What follows belongs to an exercise in optimizing a design on an open flow for small area, a short achievable clock period and few clock cycles; a production flow would make more cautious choices. Only simulation tests tie the RTL to the original design; equivalence was not proved. Power figures rest on the tool's default switching activity, not on a simulated workload.

// raster_block
module raster_block (
    input  wire        clk,
    input  wire        rst,           
    input  wire        reg_valid,
    input  wire        reg_write,
    input  wire [5:0]  reg_addr,
    input  wire [31:0] reg_wdata,
    output reg  [31:0] reg_rdata,
    output wire        reg_berr,
    output wire        pix_re,
    output wire [15:0] pix_addr,
    input  wire [7:0]  pix_rdata,
    output wire        bmp_re,
    output wire        bmp_we,
    output wire [12:0] bmp_addr,
    output wire [7:0]  bmp_wdata,
    input  wire [7:0]  bmp_rdata,
    output wire        out_we,
    output wire [14:0] out_addr,
    output wire [7:0]  out_wdata,
    output wire        busy_o
);
clock: 11.0 ns
lec_check: 0
abc_area: 1
cap_margin: 20
core_margin: 2
core_utilization: 40
cts_cluster_diameter: 150
cts_cluster_size: 20
place_density: 0.6
setup_slack_margin: 5
slew_margin: 20
standard.sh (not shown) runs the stock make flow with config.mk's settings and CLKGATE_MAP_FILE= SYNTH_SCRIPT=/design/flow/synth_recipe.tcl, a recipe that flattens the netlist after the stock synthesis.
==> flow/flow/run.sh <==
#!/bin/bash
# Layout: the standard ORFS flow (standard.sh, with the standard
# synthesis unchanged), except that the port buffers which placement puts on
# every input and output are sky130_fd_sc_hd__buf_2 cells instead of the
# resizer's default pick (a delay cell, clkdlybuf4s50_1); timing repair still
# resizes them where a path needs it. Each ORFS step writes its full log
# under orfs/logs/; make's own output goes to make.log here.
set -euo pipefail
bash standard.sh "BUFFER_PORTS_ARGS=-buffer_cell sky130_fd_sc_hd__buf_2" finish > make.log 2>&1
Testbench counts at the start, summed over its fixed seeds: cycles 1,107,324.
Then changed:
==> flow/flow/run.sh (replaced) <==
#!/bin/bash
# Layout: the standard ORFS flow (standard.sh, with the standard
# synthesis unchanged), except that the port buffers which placement puts on
# every input and output are sky130_fd_sc_hd__buf_1 cells instead of the
# resizer's default pick (a delay cell, clkdlybuf4s50_1); timing repair still
# resizes them where a path needs it. Each ORFS step writes its full log
# under orfs/logs/; make's own output goes to make.log here.
set -euo pipefail
bash standard.sh "BUFFER_PORTS_ARGS=-buffer_cell sky130_fd_sc_hd__buf_1" finish > make.log 2>&1
--- a/flow/config.mk
+++ b/flow/config.mk
@@ -10,6 +10,4 @@
 export CORE_MARGIN = 2
 export CORE_UTILIZATION = 40
-export CTS_CLUSTER_DIAMETER = 150
-export CTS_CLUSTER_SIZE = 20
 export PLACE_DENSITY = 0.6
 export SETUP_SLACK_MARGIN = 5
Outcome: Clock power rises by 72%. Total power grows by 17%. Global-route usage drops by 0.39 points. Synthesized area does not change. Wire length fell by 1.3%. Non-clock buffer count came out higher by 4. Setup slack improves by 0.014 ns. First-iteration DRC count goes down by 9.3%. Combinational power came out lower by about 0.7%.
Then changed:
--- a/flow/config.mk
+++ b/flow/config.mk
@@ -10,4 +10,6 @@
 export CORE_MARGIN = 2
 export CORE_UTILIZATION = 40
+export CTS_CLUSTER_DIAMETER = 150
+export CTS_CLUSTER_SIZE = 20
 export PLACE_DENSITY = 0.6
 export SETUP_SLACK_MARGIN = 5
Non-clock buffer count shrinks by 4.
Worst hold slack improves by 0.0037 ns.
Critical path depth does not change.
Cell area shrinks by 3.8%.
Die area is unchanged.
Core utilization shrinks by 1.9 points.
Cell count shrinks by 1.1%.
Power shrinks by 15%.
Setup slack degrades by 0.026 ns.
Clock power shrinks by 42%.
Wire length shrinks by 0.59%.
Then changed:
--- a/flow/config.mk
+++ b/flow/config.mk
@@ -9,8 +9,9 @@
 export CAP_MARGIN = 20
 export CORE_MARGIN = 2
-export CORE_UTILIZATION = 40
+export CORE_UTILIZATION = 50
 export CTS_CLUSTER_DIAMETER = 150
 export CTS_CLUSTER_SIZE = 20
-export PLACE_DENSITY = 0.6
+export PLACE_DENSITY = 0.7
 export SETUP_SLACK_MARGIN = 5
 export SLEW_MARGIN = 20
+export TNS_END_PERCENT = 20
Utilization went up by 9.2 points.
Routed wire length drops by 6.3%.
Final area came out lower by 3.3%.
Via count went up by 1.6%.
Clock-buffer cell count drops by 6.
Die area fell by 20%.
Worst setup slack loses 0.050 ns.
Clock skew went down by 0.014 ns.
Power drops by 1.6%.
Non-clock buffer count is lower by 25.
Register-to-register slack degrades by 0.13 ns.
Then changed:
==> flow/run.sh (new file) <==
#!/bin/bash
# synth_recipe.tcl (not shown) runs the flow's synth.tcl, then flattens the netlist and writes it again
# the make line also repeats each setting of config.mk as NAME=value (left out here)
make -C /OpenROAD-flow-scripts/flow DESIGN_CONFIG=/design/flow/config.mk WORK_HOME=/design/flow/orfs CLKGATE_MAP_FILE= SYNTH_SCRIPT=/design/flow/synth_recipe.tcl finish
==> flow/config.mk (replaced) <==
export PLATFORM = sky130hd
export DESIGN_NAME = raster_block
export DESIGN_NICKNAME = raster_block
export VERILOG_FILES = /design/flow/design.v
export SDC_FILE = /design/flow/constraint.sdc
export NUM_CORES = 4
export LEC_CHECK = 0
export CAP_MARGIN = 20
export CORE_MARGIN = 2
export CORE_UTILIZATION = 40
export PLACE_DENSITY = 0.6
export SETUP_SLACK_MARGIN = 5
export SLEW_MARGIN = 20
removed: flow/flow/run.sh
removed: flow/standard.sh
Clock-buffer cell count is higher by 12.
Sequential power fell by about 3%.
Core utilization drops by 5.6 points.
Die area increases by 27%.
Worst setup slack loses 0.064 ns.
Total power rose by 2.8%.
Cell area grows by 14%.
Hold slack is worse by 0.018 ns.

## static timing again, ports no longer ideal
No port has a modelled driver above. Below, the same layouts with a new extraction and two added sets of constraints. Step 1, drivers: a clkbuf_16 drives clk and a buf_2 each remaining input, both assumed. Step 2 moves the port delays by t, midway between the first and last clock arrival at a register: inputs arrive t later, outputs are due t later. That takes back most of the time a late clock gives input paths. Three values: ideal, step 1, step 2; two values: the first two.
run	t, ns	setup slack, ns	hold WS [ns]	clock arrival spread, ns	worst register clock-pin slew, ns
the first run	0.578	4.903 / 4.868 / 4.868	0.471 / 0.471 / 0.471	0.042 / 0.042	0.10 / 0.10
the second run	0.660	4.918 / 4.870 / 4.870	0.465 / 0.465 / 0.465	0.020 / 0.020	0.07 / 0.07
the third run	0.585	4.892 / 4.853 / 4.853	0.468 / 0.468 / 0.468	0.037 / 0.038	0.11 / 0.11
the fourth run	0.571	4.842 / 4.797 / 4.797	0.497 / 0.497 / 0.497	0.032 / 0.033	0.11 / 0.11
the fifth run	0.624	4.778 / 4.705 / 4.705	0.479 / 0.479 / 0.479	0.026 / 0.026	0.07 / 0.07
After both steps setup and hold are still met in every run listed. The setup slack of the fifth run, which loses most, moves by -0.073 ns with the drivers and by -0.073 ns with both steps.
